This is an optimization exercise on Yosys and OpenROAD, whose aim is small area, a short achievable clock period and few clock cycles per item, not a production implementation. At most, simulation tests tie the RTL to the original design; equivalence was not proved. Power is estimated from default activity; no workload was simulated.

==> inputs of run B <==
// qb3_core
module qb3_core (
    input  wire        clk,
    input  wire        rst,
    input  wire        req_valid,
    output reg         req_ready,
    input  wire [31:0] req_word,
    output reg         rsp_valid,
    input  wire        rsp_ready,
    output reg  [31:0] rsp_word0,
    output reg  [31:0] rsp_word1
);
    wire [29:0] req_c = {req_word[31:28] & {4{~|req_word[18:17]}},
                         req_word[27:19], req_word[16:0]};
    reg  [29:0] in_q;        
    reg  [7:0]  in_rab;      
    reg         in_v;
    reg  [29:0] sk_q;        
    reg         sk_v;
    wire [29:0] in_n = sk_v ? sk_q : req_c;
    wire [31:0] next_word0, next_word1;
    qb3_respond u_respond (
        .req   ({in_q[29:17], 2'b00, in_q[16:0]}),
        .rab   (in_rab),
        .word0 (next_word0),
        .word1 (next_word1)
    );
    wire out_free = !rsp_valid || rsp_ready;      
    wire in_free  = !in_v || out_free;            
    wire take     = req_valid && req_ready;
    always @(posedge clk) begin
        if (in_free) begin
            in_q   <= in_n;
            in_rab <= {4'b0001 << in_n[25:24], 4'b0001 << in_n[23:22]};
        end
        if (!sk_v)
            sk_q <= req_c;
        if (out_free) begin
            rsp_word0 <= next_word0;
            rsp_word1 <= next_word1;
        end
    end
    wire in_v_n = in_free ? (sk_v || take) : in_v;
    wire sk_v_n = sk_v ? !in_free : (take && !in_free);
    always @(posedge clk) begin
        if (rst) begin
            in_v      <= 1'b0;
            sk_v      <= 1'b0;
            rsp_valid <= 1'b0;
            req_ready <= 1'b1;
        end else begin
            in_v      <= in_v_n;
            sk_v      <= sk_v_n;
            if (out_free)
                rsp_valid <= in_v;
            req_ready <= !sk_v_n;
        end
    end
endmodule
==> flow/config.mk <==
export PLATFORM = sky130hd
export DESIGN_NAME = qb3_core
export DESIGN_NICKNAME = qb3_core
export VERILOG_FILES = /design/flow/design.v
export SDC_FILE = /design/flow/constraint.sdc
export NUM_CORES = 4
export LEC_CHECK = 0
export ABC_AREA = 1
export CAP_MARGIN = 20
export CORE_MARGIN = 2
export CORE_UTILIZATION = 30
export PLACE_DENSITY = 0.5
export SLEW_MARGIN = 20
==> flow/constraint.sdc <==
create_clock -name core_clock -period 11.0 [get_ports {clk}]
set_input_delay 2.2000 -clock core_clock [delete_from_list [all_inputs] [get_ports {clk}]]
set_output_delay 2.2000 -clock core_clock [all_outputs]
set_load 0.01 [all_outputs]
standard.sh (not shown) runs the stock make flow with config.mk's settings and CLKGATE_MAP_FILE= SYNTH_SCRIPT=/design/flow/synth_recipe.tcl, a recipe that flattens the netlist after the stock synthesis.
==> flow/flow/run.sh <==
#!/bin/bash
# Layout flow: the standard flow, unchanged synthesis, then the
# standard ORFS steps with port buffers of a plain buffer cell and a
# setup target tighter than the clock, so repair_timing works on the
# critical paths. Each step's output goes to its own log here.
set -euo pipefail
MARGIN=${MARGIN:-8.0}
bash standard.sh synth > synth.log 2>&1
bash standard.sh \
    "BUFFER_PORTS_ARGS=-buffer_cell sky130_fd_sc_hd__buf_2" \
    "SETUP_SLACK_MARGIN=$MARGIN" \
    "MATCH_CELL_FOOTPRINT=0" \
    finish > layout.log 2>&1
==> run Z (differences from run B) <==
--- a/flow/design.v
+++ b/flow/design.v
@@ -1,17 +1,13 @@
 module qb3_respond (
-    input  wire [31:0] req,
-    input  wire [7:0]  rab,          
+    input  wire [31:0] req,          
+    input  wire [1:0]  bwc,          
     output wire [31:0] word0,
     output wire [31:0] word1
 );
     wire [3:0]  op  = req[31:28];
-    wire [3:0]  r_lo = rab[3:0];
-    wire [3:0]  r_hi = rab[7:4];
-    wire [3:0]  r    = {r_hi[2] | r_hi[3], r_hi[1] | r_hi[3],
-                        r_lo[2] | r_lo[3], r_lo[1] | r_lo[3]};
-    wire [4:0]  bw  = req[23:19];
+    wire [3:0]  r   = req[27:24];
     wire        rsv = |req[18:17];
     wire [16:0] d   = req[16:0];
     function [15:0] onehot16;
         input [3:0] v;
         integer i;
@@ -53,42 +49,33 @@
     wire op_cwd2 = opd[9];
     wire op_dec2 = opd[10];
     wire op_tbe  = opd[11];
     wire op_tbd  = opd[12];
     wire op_bad  = rsv | opd[0] | opd[13] | opd[14] | opd[15];
-    wire [3:0]  lo_gt = {1'b0, r_lo[3], r_lo[3] | r_lo[2], r_lo[3] | r_lo[2] | r_lo[1]};
-    wire [3:0]  hi_gt = {1'b0, r_hi[3], r_hi[3] | r_hi[2], r_hi[3] | r_hi[2] | r_hi[1]};
-    reg  [15:0] eq, lt;
-    integer j;
-    always @* begin
-        for (j = 0; j < 16; j = j + 1) begin
-            eq[j] = r_hi[j / 4] & r_lo[j % 4];
-            lt[j] = hi_gt[j / 4] | (r_hi[j / 4] & lo_gt[j % 4]);
-        end
-    end
+    wire [15:0] eq = onehot16(r);
+    wire [15:0] lt = below16(eq);
     wire [16:0] gt = {1'b1, ~(lt | eq)};
     wire        r0 = eq[0];
     wire [4:0]  r_p0 = {1'b0, r};
     wire [4:0]  r_p1 = oh_plus(eq, 2'd1);
     wire [4:0]  r_p2 = oh_plus(eq, 2'd2);
     wire        s   = d[16];
     wire [15:0] x   = d[15:0] ^ {16{s}};
     wire [16:0] mse = {x, s};
-    wire [15:0] bw_lt  = below16(onehot16(bw[3:0]));
-    wire        bw_big = bw[4] & |bw[3:0];                  
-    wire        w_bad  = !bw[4] & |(x & ~bw_lt);            
+    wire        bw_big = bwc[1];                            
+    wire        w_bad  = bwc[0];                            
     wire        rng_x  = |(x & ~lt);                        
     wire        rng_d  = |(d & gt);                         
     wire        rng_d2 = |(d[16:1] & gt[15:0]);             
     wire        sw_rng = |(x & ~{1'b0, lt[15:1]});          
     wire        pre  = op_enc | op_mse;
     wire [16:0] m    = pre ? mse : d;
     wire        d_at_r   = |(d[15:0] & eq);
     wire        d_at_rm1 = |(d[14:0] & eq[15:1]);
     wire        d_at_rm2 = |(d[13:0] & eq[15:2]);
-    wire        e_long = op_enc ? (r0 ? s : d_at_rm1 ^ s) : d_at_r;
-    wire        e_mid  = op_enc ? (eq[1] ? s : d_at_rm2 ^ s) : d_at_rm1;
+    wire        e_long = |(m[15:0] & eq);
+    wire        e_mid  = |(m[14:0] & eq[15:1]);
     wire        eL = !r0 & e_long;
     wire        eM = !r0 & !e_long & e_mid;
     wire        eS = !r0 & !e_long & !e_mid;
     wire [16:0] e_bits =
         {16'd0, r0 & m[0]} |
@@ -144,12 +131,13 @@
     wire        sd_mid  = d[1] & !d[2];
     wire [5:0]  sd_v    = ({6{sd_long}} & ((d[8:3] & lt[6:1]) | eq[6:1])) |
                           ({6{sd_mid}} & ((d[8:3] & lt[7:2]) | eq[7:2])) |
                           ({6{!d[1]}} & (d[7:2] & lt[7:2]));
     wire [1:0]  sd_k    = {sd_long, sd_mid};
-    wire        sd_rsvd = (sd_v == u_max);
-    wire [5:0]  sd_m    = (sd_v == 6'd0) ? u_max : sd_v;
+    wire        sd_rsvd = sd_long & &(d[8:3] | ~lt[6:1]);
+    wire        sd_zero = !d[1] & ~|(d[7:2] & lt[7:2]);
+    wire [5:0]  sd_m    = sd_zero ? u_max : sd_v;
     wire [16:0] sd_ms   = {{12{sd_m[0]}}, sd_m[5:1] ^ {5{sd_m[0]}}};
     wire [1:0]  sw_k    = op_swe ? se_k : sd_k;
     wire [4:0]  sw_len  = ({5{sw_k == 2'd0}} & r_p0) | ({5{sw_k == 2'd1}} & r_p1) |
                           ({5{sw_k[1]}} & r_p2);    
     wire r_hi11   = |eq[15:12];                                
@@ -198,10 +186,24 @@
     wire [4:0]  len   = {5{ok}} & len_a;
     wire        nc    = ok & nc_a;
     assign word0 = {5'd0, status, nc, len, data0};
     assign word1 = {15'd0, data1};
 endmodule
+module qb3_bwchk (
+    input  wire [31:0] req,
+    output wire [1:0]  bwc
+);
+    wire [4:0]  bw = req[23:19];
+    wire [15:0] x  = req[15:0] ^ {16{req[16]}};
+    reg  [15:0] bw_ge;                       
+    integer i;
+    always @* begin
+        for (i = 0; i < 16; i = i + 1)
+            bw_ge[i] = (i >= bw[3:0]);
+    end
+    assign bwc = {bw[4] & |bw[3:0], !bw[4] & |(x & bw_ge)};
+endmodule
 module qb3_core (
     input  wire        clk,
     input  wire        rst,
     input  wire        req_valid,
     output reg         req_ready,
@@ -209,33 +211,31 @@
     output reg         rsp_valid,
     input  wire        rsp_ready,
     output reg  [31:0] rsp_word0,
     output reg  [31:0] rsp_word1
 );
-    wire [29:0] req_c = {req_word[31:28] & {4{~|req_word[18:17]}},
-                         req_word[27:19], req_word[16:0]};
-    reg  [29:0] in_q;        
-    reg  [7:0]  in_rab;      
+    wire [1:0]  bwc;
+    qb3_bwchk u_bwchk (.req(req_word), .bwc(bwc));
+    wire [26:0] req_c = {req_word[31:28] & {4{~|req_word[18:17]}},
+                         req_word[27:24], bwc, req_word[16:0]};
+    reg  [26:0] in_q;        
     reg         in_v;
-    reg  [29:0] sk_q;        
+    reg  [26:0] sk_q;        
     reg         sk_v;
-    wire [29:0] in_n = sk_v ? sk_q : req_c;
     wire [31:0] next_word0, next_word1;
     qb3_respond u_respond (
-        .req   ({in_q[29:17], 2'b00, in_q[16:0]}),
-        .rab   (in_rab),
+        .req   ({in_q[26:19], 5'd0, 2'b00, in_q[16:0]}),
+        .bwc   (in_q[18:17]),
         .word0 (next_word0),
         .word1 (next_word1)
     );
     wire out_free = !rsp_valid || rsp_ready;      
     wire in_free  = !in_v || out_free;            
     wire take     = req_valid && req_ready;
     always @(posedge clk) begin
-        if (in_free) begin
-            in_q   <= in_n;
-            in_rab <= {4'b0001 << in_n[25:24], 4'b0001 << in_n[23:22]};
-        end
+        if (in_free)
+            in_q <= sk_v ? sk_q : req_c;
         if (!sk_v)
             sk_q <= req_c;
         if (out_free) begin
             rsp_word0 <= next_word0;
             rsp_word1 <= next_word1;
==> flow/flow/run.sh (replaced) <==
#!/bin/bash
# Layout flow: the standard flow, unchanged synthesis, then the
# standard ORFS steps with port buffers of a plain buffer cell and a
# setup target tighter than the clock, so repair_timing works on the
# critical paths. Each step's output goes to its own log here.
set -euo pipefail
MARGIN=${MARGIN:-7.6}
bash standard.sh synth > synth.log 2>&1
bash standard.sh \
    "BUFFER_PORTS_ARGS=-buffer_cell sky130_fd_sc_hd__buf_2" \
    "SETUP_SLACK_MARGIN=$MARGIN" \
    "MATCH_CELL_FOOTPRINT=0" \
    finish > layout.log 2>&1
- CORE_UTILIZATION: 30 -> 45
- CTS_BUF_LIST: unset -> sky130_fd_sc_hd__clkbuf_8 sky130_fd_sc_hd__clkbuf_16
- GPL_TIMING_DRIVEN: unset -> 1
- PLACE_DENSITY: 0.5 -> 0.65
==> flow_metrics.py <==
metrics = {
    "run_status": {
        "status": "finished clean",
    },
    "synthesis": {
        "synth_top_cell_area_share": 0.211,
    },
    "power": {
        "p_leak_nw": 4.56,
    },
    "critical_path": {
        "cp-end-kind": "flop",
        "crit_chain": "clkbuf_4, nand2_1, o21ai_0, nand4_1, a221oi_1, o211ai_1, nand3_1, nand2_2",
    },
    "placed_design": {
        "dpl.hpwl_um": 25700,
    },
    "cells_and_area": {
        "nets": 1458,
    },
    "die": {
        "die_h_um": 139,
    },
}
That was run Z.
==> flow_metrics.py <==
metrics = {
    "critical_path": {
        "cp-end-kind": "output port",
        "crit_chain": "buf_4, buf_2",
    },
    "cells_and_area": {
        "nets": 1609,
    },
    "run_status": {
        "status": "finished clean",
    },
    "placed_design": {
        "dpl.hpwl_um": 28800,
    },
    "power": {
        "p_leak_nw": 5.66,
    },
    "synthesis": {
        "synth_top_cell_area_share": 0.221,
    },
}
That was run B.
Testbench counts of run Z, summed over its fixed seeds: cycles 32,016, items 32,000.
No functional check of the RTL was part of run B.

## port drivers added, routing unchanged
The flow's constraints put no driver on any port. The routed layouts listed below were extracted and timed again, unchanged, in two steps.
Step 1 (the two cells are an assumption about what drives the block):
set clk [get_ports {clk}]
set_driving_cell -lib_cell sky130_fd_sc_hd__clkbuf_16 $clk
set_driving_cell -lib_cell sky130_fd_sc_hd__buf_2 [delete_from_list [all_inputs] $clk]
Step 2 also shifts input and output timing later by t, the mid clock arrival at the registers, as if the neighbouring blocks saw the same clock.
a / b / c = ideal ports / drivers / drivers and shift; a / b = the first two.
run	shift t [ns]	slack for setup (ns)	worst setup path after step 2
run B	0.410	7.725 / 7.680 / 7.752	input to register
run Z	0.404	7.687 / 7.665 / 7.307	input to register
After both steps every run listed still meets setup and hold. The setup slack of run Z, which loses most, moves by -0.022 ns with the drivers and by -0.380 ns with both steps.
